What follows belongs to an exercise in optimizing a design on an open flow for a short achievable clock period and few clock cycles; a production flow would make more cautious choices. Where RTL was checked, it was by simulation tests only, not by an equivalence proof against the original. Power and IR drop assume default switching activity.

==> run a: inputs <==
Design phony_cpu, start of the top module:
module phony_cpu (
    input  wire        clk,
    input  wire        rst,
    input  wire [31:0] ps,
    input  wire [31:0] stack_start,
    input  wire [31:0] ivt,
    output reg         mem_req,
    output reg         mem_we,
    output reg  [15:0] mem_addr,
    output reg  [7:0]  mem_wdata,
    input  wire        mem_ready,
    input  wire [7:0]  mem_rdata,
    output wire        halted,
    output wire        faulted,
    output wire [2:0]  fault_code,
    input  wire [3:0]  dbg_sel,
    output reg  [31:0] dbg_data
);
export LEC_CHECK = 0
export ABC_AREA = 1
export CAP_MARGIN = 40
export CORE_MARGIN = 2
export CORE_UTILIZATION = 60
export SETUP_SLACK_MARGIN = 3
export SLEW_MARGIN = 30
export TNS_END_PERCENT = 0
create_clock -name core_clock -period 10.0 [get_ports {clk}]
run.sh (not shown) runs the stock make flow with config.mk's settings and CLKGATE_MAP_FILE= SYNTH_SCRIPT=/design/flow/synth_recipe.tcl, a recipe that flattens the netlist after the stock synthesis.
==> run b (differences from run a) <==
--- a/flow/design.v
+++ b/flow/design.v
@@ -593,11 +593,12 @@
         end
     endgenerate
     reg  [3:0] s_amt;           
     reg        s_flush;         
     reg        s_loadb;         
-    wire run_ok = (state == S_RUN) && !iq_flush && WV[0] && all_v;
+    wire run_ok = (state == S_RUN) && !iq_flush && (ip[31:16] == 16'd0) && WV[0] &&
+                  (op <= OP_RET) && !ip_end_bad && all_v && !reg_bad;
     wire [15:0] wdist = ma + 16'd8 - qip;
     wire wr_near = (wdist < 16'd40);
     always @* begin
         s_amt   = 4'd0;
         s_flush = 1'b0;
@@ -674,15 +675,14 @@
         endcase
     end
     wire [15:0] ipq_next = s_loadb ? nt : pa_base + {12'd0, s_amt};
     reg [127:0] iq_n;
     reg [15:0]  iqv_n;
-    wire [15:0] fd0 = fa - pa_base;    
-    wire [15:0] fdl = fa - nt;         
-    reg         byp;
+    reg [15:0]  fdq;            
     integer qj;
     always @* begin
+        fdq = fa - ipq_next;
         for (qj = 0; qj < 16; qj = qj + 1) begin
             if (iq_flush) begin
                 iq_n[8*qj +: 8] = C[8*qj +: 8];
                 iqv_n[qj]       = CV[qj];
             end else if (s_loadb) begin
@@ -693,12 +693,11 @@
                 iqv_n[qj]       = iqv[qj + s_amt];
             end else begin
                 iq_n[8*qj +: 8] = C[8*(qj + s_amt - 16) +: 8];
                 iqv_n[qj]       = CV[qj + s_amt - 16];
             end
-            byp = s_loadb ? (fdl == qj) : (fd0 == qj + s_amt);
-            if (fill_wr && byp) begin
+            if (fill_wr && fdq == qj) begin
                 iq_n[8*qj +: 8] = mem_rdata;
                 iqv_n[qj]       = 1'b1;
             end
         end
     end
@@ -712,35 +711,19 @@
             iq_flush <= s_flush;
         end
     end
     wire [3:0]  nt_j1 = s_amt + 4'd1;
     wire [3:0]  nt_j2 = s_amt + 4'd2;
-    reg  [15:0] ntc [0:9];
-    reg  [11:0] ntc1 [0:9];
-    integer tc;
-    always @* begin
-        for (tc = 0; tc < 10; tc = tc + 1) begin
-            ntc[tc]  = ps_r[15:0] + {iq[8*(tc+2) +: 8], iq[8*(tc+1) +: 8]};
-            ntc1[tc] = ntc[tc][15:4] + 12'd1;
-        end
-    end
-    wire [15:0] nt_n  = ntc[s_amt];
-    wire [11:0] nt1_n = ntc1[s_amt];
-    wire [11:0] pb1 = pa_base[15:4] + 12'd1;
-    wire [11:0] pb2 = pa_base[15:4] + 12'd2;
-    wire [11:0] pb3 = pa_base[15:4] + 12'd3;
-    wire        pcy = ({1'b0, pa_base[3:0]} + {1'b0, s_amt}) > 5'd15;
-    reg  [11:0] nt2;                  
+    wire [15:0] nt_n  = ps_r[15:0] + {iq[8*nt_j2 +: 8], iq[8*nt_j1 +: 8]};
     always @(posedge clk) begin
         ma   <= nb;
         ma1  <= nb[15:4] + 12'd1;
         qip  <= ipq_next;
-        qip1 <= s_loadb ? nt1 : pcy ? pb2 : pb1;
-        qip2 <= s_loadb ? nt2 : pcy ? pb3 : pb2;
+        qip1 <= ipq_next[15:4] + 12'd1;
+        qip2 <= ipq_next[15:4] + 12'd2;
         nt  <= nt_n;
-        nt1 <= nt1_n;
-        nt2 <= nt1_n + 12'd1;
+        nt1 <= nt_n[15:4] + 12'd1;
         nt_ok <= !iq_flush && !s_flush && !s_loadb && iqv[nt_j1] && iqv[nt_j2];
     end
     integer qk;
     always @(posedge clk) begin
         if (rst) begin
- SETUP_SLACK_MARGIN: 3 -> 4
- TNS_END_PERCENT: 0 -> 10
==> run notes <==
Between run a and run b, the lower synthesized area is in run b (gap about 3.2%, measured against run b). Between run b and run a, the lower synthesized cell count is in run b (gap about 5%, measured against run a). Run b died in 5_1_grt. Run a never finished: it broke off in 5_1_grt, error GRT-0116.
==> figures <==
Post-detail-place hpwl: run a 2150 mm; run b 1950 mm
Outcome: run a did not finish; run b did not finish
Failing step: run a 5_1_grt; run b 5_1_grt
Post-CTS Setup Bufs: run a 164; run b 931
Post-synthesis instance area: run a 0.464 sq mm; run b 0.450 sq mm
Number of clock sinks: run a 6644; run b 6632
Adder-cell share of the synthesized area: run a 2.92%; run b 2.51%
Placed Cells: run a 71500; run b 67900
Y dimension of the die: run a 884 um; run b 870 um
Initial core utilization: run a 60.1%; run b 60.3%
Mapped Avg Cell Area: run a 7.44 sq um; run b 7.58 sq um
Simple-Gate Fraction of Synth Area: run a 23.1%; run b 21.1%
Multiplexer fraction of the synthesized cell area: run a 0.185%; run b 0.305%
Share of the yosys chip area belonging to registers: run a 41.5%; run b 42.8%
Standard-cell row count: run a 323; run b 317
Instance area after placement: run a 0.490 sq mm; run b 0.475 sq mm
No run of this note included a check of the RTL's function; only the layout flow was run.

---

==> inputs of violet <==
Another version of the RTL of phony_cpu (not shown whole).
==> flow/config.mk <==
export PLATFORM = sky130hd
export DESIGN_NAME = phony_cpu
export DESIGN_NICKNAME = phony_cpu
export VERILOG_FILES = /design/flow/design.v
export SDC_FILE = /design/flow/constraint.sdc
export NUM_CORES = 8
export LEC_CHECK = 0
export ABC_AREA = 1
export CAP_MARGIN = 40
export CELL_PAD_IN_SITES_DETAIL_PLACEMENT = 1
export CELL_PAD_IN_SITES_GLOBAL_PLACEMENT = 2
export CORE_MARGIN = 2
export CORE_UTILIZATION = 30
export PLACE_DENSITY = 0.6
export SETUP_SLACK_MARGIN = 3
export SLEW_MARGIN = 30
export TNS_END_PERCENT = 0
==> flow/constraint.sdc <==
create_clock -name core_clock -period 10.0 [get_ports {clk}]
set_input_delay 2.0000 -clock core_clock [delete_from_list [all_inputs] [get_ports {clk}]]
set_output_delay 2.0000 -clock core_clock [all_outputs]
set_load 0.01 [all_outputs]
==> juniper: changes against violet <==
--- a/flow/config.mk
+++ b/flow/config.mk
@@ -12,4 +12,5 @@
 export CORE_MARGIN = 2
 export CORE_UTILIZATION = 30
+export MIN_ROUTING_LAYER = met2
 export PLACE_DENSITY = 0.6
 export SETUP_SLACK_MARGIN = 3
==> key figures <==
Status
  • Status: timing/DRC/antenna clean

Power
  • Combinational Power Share: 67.9%
  • Leading power group: combinational logic

Finish
  • Count of multi-input combinational gates: 46400
  • Multi-input logic portion of the cell area: 43.6%
  • Number of clock buffers in the layout: 1235

Worst setup path
  • Critical path endpoint: rf[5][16]
Source of the figures above: violet

==> key figures <==
Status
  • Status: aborted with a tool error
  • Failing step: global routing (5_1_grt)
  • Tool Error: [ERROR GRT-0116] Global routing finished with congestion. Check the congestion regions in the DRC Viewer.

CTS
  • Max Root-Sink Buffers: 5

Synthesis
  • Synth Instances: 62700
  • Main combinational cell family by area after synthesis: simple AND/OR/NAND/NOR gates
Source of the figures above: juniper

Testbench counts of violet, summed over its fixed seeds: cycles 48,600.
Testbench counts of juniper, summed over its fixed seeds: cycles 48,600.

static timing again, ports no longer ideal:
Ports are ideal in the flow. The routed layout listed here was re-timed in OpenROAD. Step 1 (the two cells are an assumption about what drives the block):
set clk [get_ports {clk}]
set_driving_cell -lib_cell sky130_fd_sc_hd__clkbuf_16 $clk
set_driving_cell -lib_cell sky130_fd_sc_hd__buf_2 [delete_from_list [all_inputs] $clk]
Step 2 times the ports against the registers' clock, not the clock port: input delays grow and output delays shrink by t, the midpoint of the rising clock arrivals with the driver on. Three values: ideal, step 1, step 2; two values: the first two.
run: violet
shift t [ns]: 1.508
slack for setup (ns): 2.294 / 2.294 / 1.633
hold slack, ns: 0.480 / 0.480 / 0.480
worst data-port slew with drivers (ns): 0.37
After both steps setup and hold are still met in violet. The setup slack of violet moves by 0.000 ns with the drivers and by -0.661 ns with both steps.
